What follows belongs to an exercise in optimizing a design on an open flow for small area and a short achievable clock period; a production flow would make more cautious choices. The RTL was checked by simulation tests, not by an equivalence proof against the original design. The clock port is modelled as an ideal driver; clocking choices that lean on that would not hold on a real chip. Power is estimated from default activity; no workload was simulated.

== red ==
==> module hpif_tap, before the edit <==
module hpif_tap (
    input  wire        clk,
    input  wire        rst,
    input  wire        s_valid,
    input  wire [1:0]  s,
    output wire        bit_valid,
    output wire        bit_val,
    output wire        bit_sync,
    output wire        m_valid,
    output wire [10:0] m,
    output wire [2:0]  m_class,
    output wire [7:0]  esel,      
    output wire        fault
);
    localparam [1:0] IDLE = 2'b00, SEG = 2'b01, Z1 = 2'b11, HIT = 2'b10;
    localparam [3:0] NONE = 4'b1111, ONE = 4'b1100;    
    reg  [1:0]  zc;
    reg         fault_r;
    reg         pol;       
    reg  [3:0]  c, t2, t3;
    reg  [2:0]  mhi;       
    reg  [7:0]  mlo;       
    reg         hmk, lmk;  
    wire step  = s_valid && !fault_r;
    wire bad   = s[1] && s[0];
    wire zero  = !s[1] && !s[0];
    wire push  = step && !zero && !bad;
    wire fresh = (zc != SEG);                   
    wire same  = !fresh && (s[1] == pol);       
    function [3:0] inc;
        input [3:0] z;
        inc = {z[2:0], (z[3] | z[2]) & (!(z[3] & z[2]) | (z[1] & z[0]))};
    endfunction
    wire [3:0] c_inc  = inc(c);
    wire [3:0] t2_inc = inc(same ? t2 : c);
    wire [3:0] t3_inc = inc(same ? t3 : t2);
    always @(posedge clk) begin
        if (push) begin
            pol <= s[1];
            c   <= same ? c_inc : (fresh ? NONE : ONE);
            t2  <= fresh ? NONE : t2_inc;
            t3  <= fresh ? NONE : t3_inc;
        end
    end
    wire rec_hit  = (c != NONE);
    wire rec_sync = (t3 != NONE);
    wire symbol   = step && zero && (zc == Z1) && rec_hit;
    wire       idle     = lmk;                        
    wire       in_rest  = hmk && !lmk;                
    wire       append   = symbol && (rec_sync || !idle);
    wire       discard  = symbol && !rec_sync && idle;
    always @(posedge clk) begin
        if (rst) begin
            zc      <= IDLE;
            fault_r <= 1'b0;
            hmk     <= 1'b0;
            lmk     <= 1'b1;
        end else begin
            if (step && bad)
                fault_r <= 1'b1;
            if (step) begin
                if (!zero)
                    zc <= SEG;
                else case (zc)
                    SEG:     zc <= Z1;
                    Z1:      zc <= rec_hit ? HIT : IDLE;
                    default: zc <= IDLE;
                endcase
            end else if (zc == HIT) begin
                zc <= IDLE;
            end
            if (append && (rec_sync || !hmk))
                {hmk, mhi} <= rec_sync ? {3'b001, pol} : {mhi, pol};
            else if (discard)
                hmk <= 1'b0;
            if (append && (rec_sync || hmk))
                {lmk, mlo} <= rec_sync ? 9'b000000001 : {mlo, pol};
        end
    end
    assign bit_valid = (zc == HIT);
    assign m_valid   = bit_valid && hmk && lmk;
    assign bit_val   = pol;
    assign bit_sync  = rec_sync;
    assign m         = {mhi, mlo};
    assign m_class   = {1'b0, mhi[2] && (mhi[1] || mhi[0]), mhi[2] && (mhi[1] || !mhi[0])};
    assign fault     = fault_r;
    wire       ge3  = !fault_r && in_rest;
    assign     esel = {8{ge3}} & (8'd1 << mhi);
endmodule
Settings: LEC_CHECK=0, CAP_MARGIN=20, CORE_MARGIN=2, CORE_UTILIZATION=60, SLEW_MARGIN=20, SYNTH_HIERARCHICAL=1, SYNTH_MINIMUM_KEEP_SIZE=0; clock period 22.0 ns.
standard.sh (not shown) runs the stock make flow with config.mk's settings and CLKGATE_MAP_FILE= SYNTH_SCRIPT=/design/flow/synth_recipe.tcl, a recipe that flattens the netlist after the stock synthesis.
==> flow/flow/run.sh <==
#!/bin/bash
# The standard layout (standard.sh), with:
#  - synthesis by flow/synth_area.tcl: the standard synthesis, except that
#    ABC maps all logic but the echo AND-OR for area (flow/area.abc);
#  - port buffers of the smallest plain buffer (buf_1) instead of the delay
#    buffer buffer_ports picks by default;
#  - the clock buffered by flow/pre_cts.tcl (three clkbuf_8) instead of
#    TritonCTS's H-tree with dummy loads.
# The whole make output goes to standard.log.
set -o pipefail
here=$(pwd)
export FLOW_AREA_ABC="$here/flow/area.abc"
bash standard.sh finish \
  "SYNTH_SCRIPT=$here/flow/synth_area.tcl" \
  "BUFFER_PORTS_ARGS=-buffer_cell sky130_fd_sc_hd__buf_1" \
  "PRE_CTS_TCL=$here/flow/pre_cts.tcl" \
  "CTS_ARGS=-sink_clustering_enable -repair_clock_nets -dont_use_dummy_load" \
  > standard.log 2>&1
Other scripts of this flow, unchanged in this note and not shown: flow/flow/area.abc, flow/flow/pre_cts.tcl, flow/flow/synth_area.tcl
Both conditions hold for red: the flow ran to the end and the final layout passed the timing, design-rule and antenna checks.
### red -> blue
diff --git a/flow/design.v b/flow/design.v
--- a/flow/design.v
+++ b/flow/design.v
@@ -4,11 +4,11 @@
     input  wire        s_valid,
     input  wire [1:0]  s,
     output wire        bit_valid,
     output wire        bit_val,
     output wire        bit_sync,
-    output wire        m_valid,
+    output reg         m_valid,
     output wire [10:0] m,
     output wire [2:0]  m_class,
     output wire [7:0]  esel,      
     output wire        fault
 );
@@ -43,21 +43,23 @@
         end
     end
     wire rec_hit  = (c != NONE);
     wire rec_sync = (t3 != NONE);
     wire symbol   = step && zero && (zc == Z1) && rec_hit;
-    wire       idle     = lmk;                        
+    wire       idle     = hmk && lmk;                 
     wire       in_rest  = hmk && !lmk;                
     wire       append   = symbol && (rec_sync || !idle);
-    wire       discard  = symbol && !rec_sync && idle;
+    wire       last     = !rec_sync && in_rest && mlo[7];
     always @(posedge clk) begin
         if (rst) begin
             zc      <= IDLE;
             fault_r <= 1'b0;
-            hmk     <= 1'b0;
+            hmk     <= 1'b1;
             lmk     <= 1'b1;
+            m_valid <= 1'b0;
         end else begin
+            m_valid <= append && last;
             if (step && bad)
                 fault_r <= 1'b1;
             if (step) begin
                 if (!zero)
                     zc <= SEG;
@@ -69,18 +71,15 @@
             end else if (zc == HIT) begin
                 zc <= IDLE;
             end
             if (append && (rec_sync || !hmk))
                 {hmk, mhi} <= rec_sync ? {3'b001, pol} : {mhi, pol};
-            else if (discard)
-                hmk <= 1'b0;
             if (append && (rec_sync || hmk))
                 {lmk, mlo} <= rec_sync ? 9'b000000001 : {mlo, pol};
         end
     end
     assign bit_valid = (zc == HIT);
-    assign m_valid   = bit_valid && hmk && lmk;
     assign bit_val   = pol;
     assign bit_sync  = rec_sync;
     assign m         = {mhi, mlo};
     assign m_class   = {1'b0, mhi[2] && (mhi[1] || mhi[0]), mhi[2] && (mhi[1] || !mhi[0])};
     assign fault     = fault_r;
### Flow results
- Against red, power after layout in blue came out worse.
- blue -> red: total of max-cap violations delta 0, exact match
- Compared with red, in blue routed wire length went down; fraction of power consumed by the clock network went down.
- [compare] base=red new=blue: global-route wire length before repair shrank by 2.1%; worst hold slack across all endpoints grew by 23 ps; synthesized area grew by 13 µm²; power dissipated in sequential cells held steady; die area grew by about 0.56%.
- Any difference in async set-or-reset flop fraction in the synthesized netlist between red and blue is small enough to ignore.

## re-timing with driven ports
Ports are ideal in the flow. The routed layouts listed here were re-timed in OpenROAD.
Step 1 (the two cells are an assumption about what drives the block):
set clk [get_ports {clk}]
set_driving_cell -lib_cell sky130_fd_sc_hd__clkbuf_16 $clk
set_driving_cell -lib_cell sky130_fd_sc_hd__buf_2 [delete_from_list [all_inputs] $clk]
Step 2, shift: input delay + t, output delay - t, t = (earliest + latest rising clock arrival at the registers) / 2. This alone moves slack from input paths to output paths.
Three values: no drivers, after step 1, after step 2; two values: the first two.
run	t, ns	setup WS [ns]	worst hold slack (ns)	slew at the worst register clock pin (ns)	cell pins on the clock port's net
red	0.198	12.667 / 12.646 / 12.646	0.504 / 0.504 / 0.504	0.11 / 0.11	3
blue	0.192	12.672 / 12.648 / 12.648	0.527 / 0.527 / 0.527	0.10 / 0.10	3
After both steps every run listed still meets setup and hold. The setup slack of blue, which loses most, moves by -0.024 ns with the drivers and by -0.024 ns with both steps.
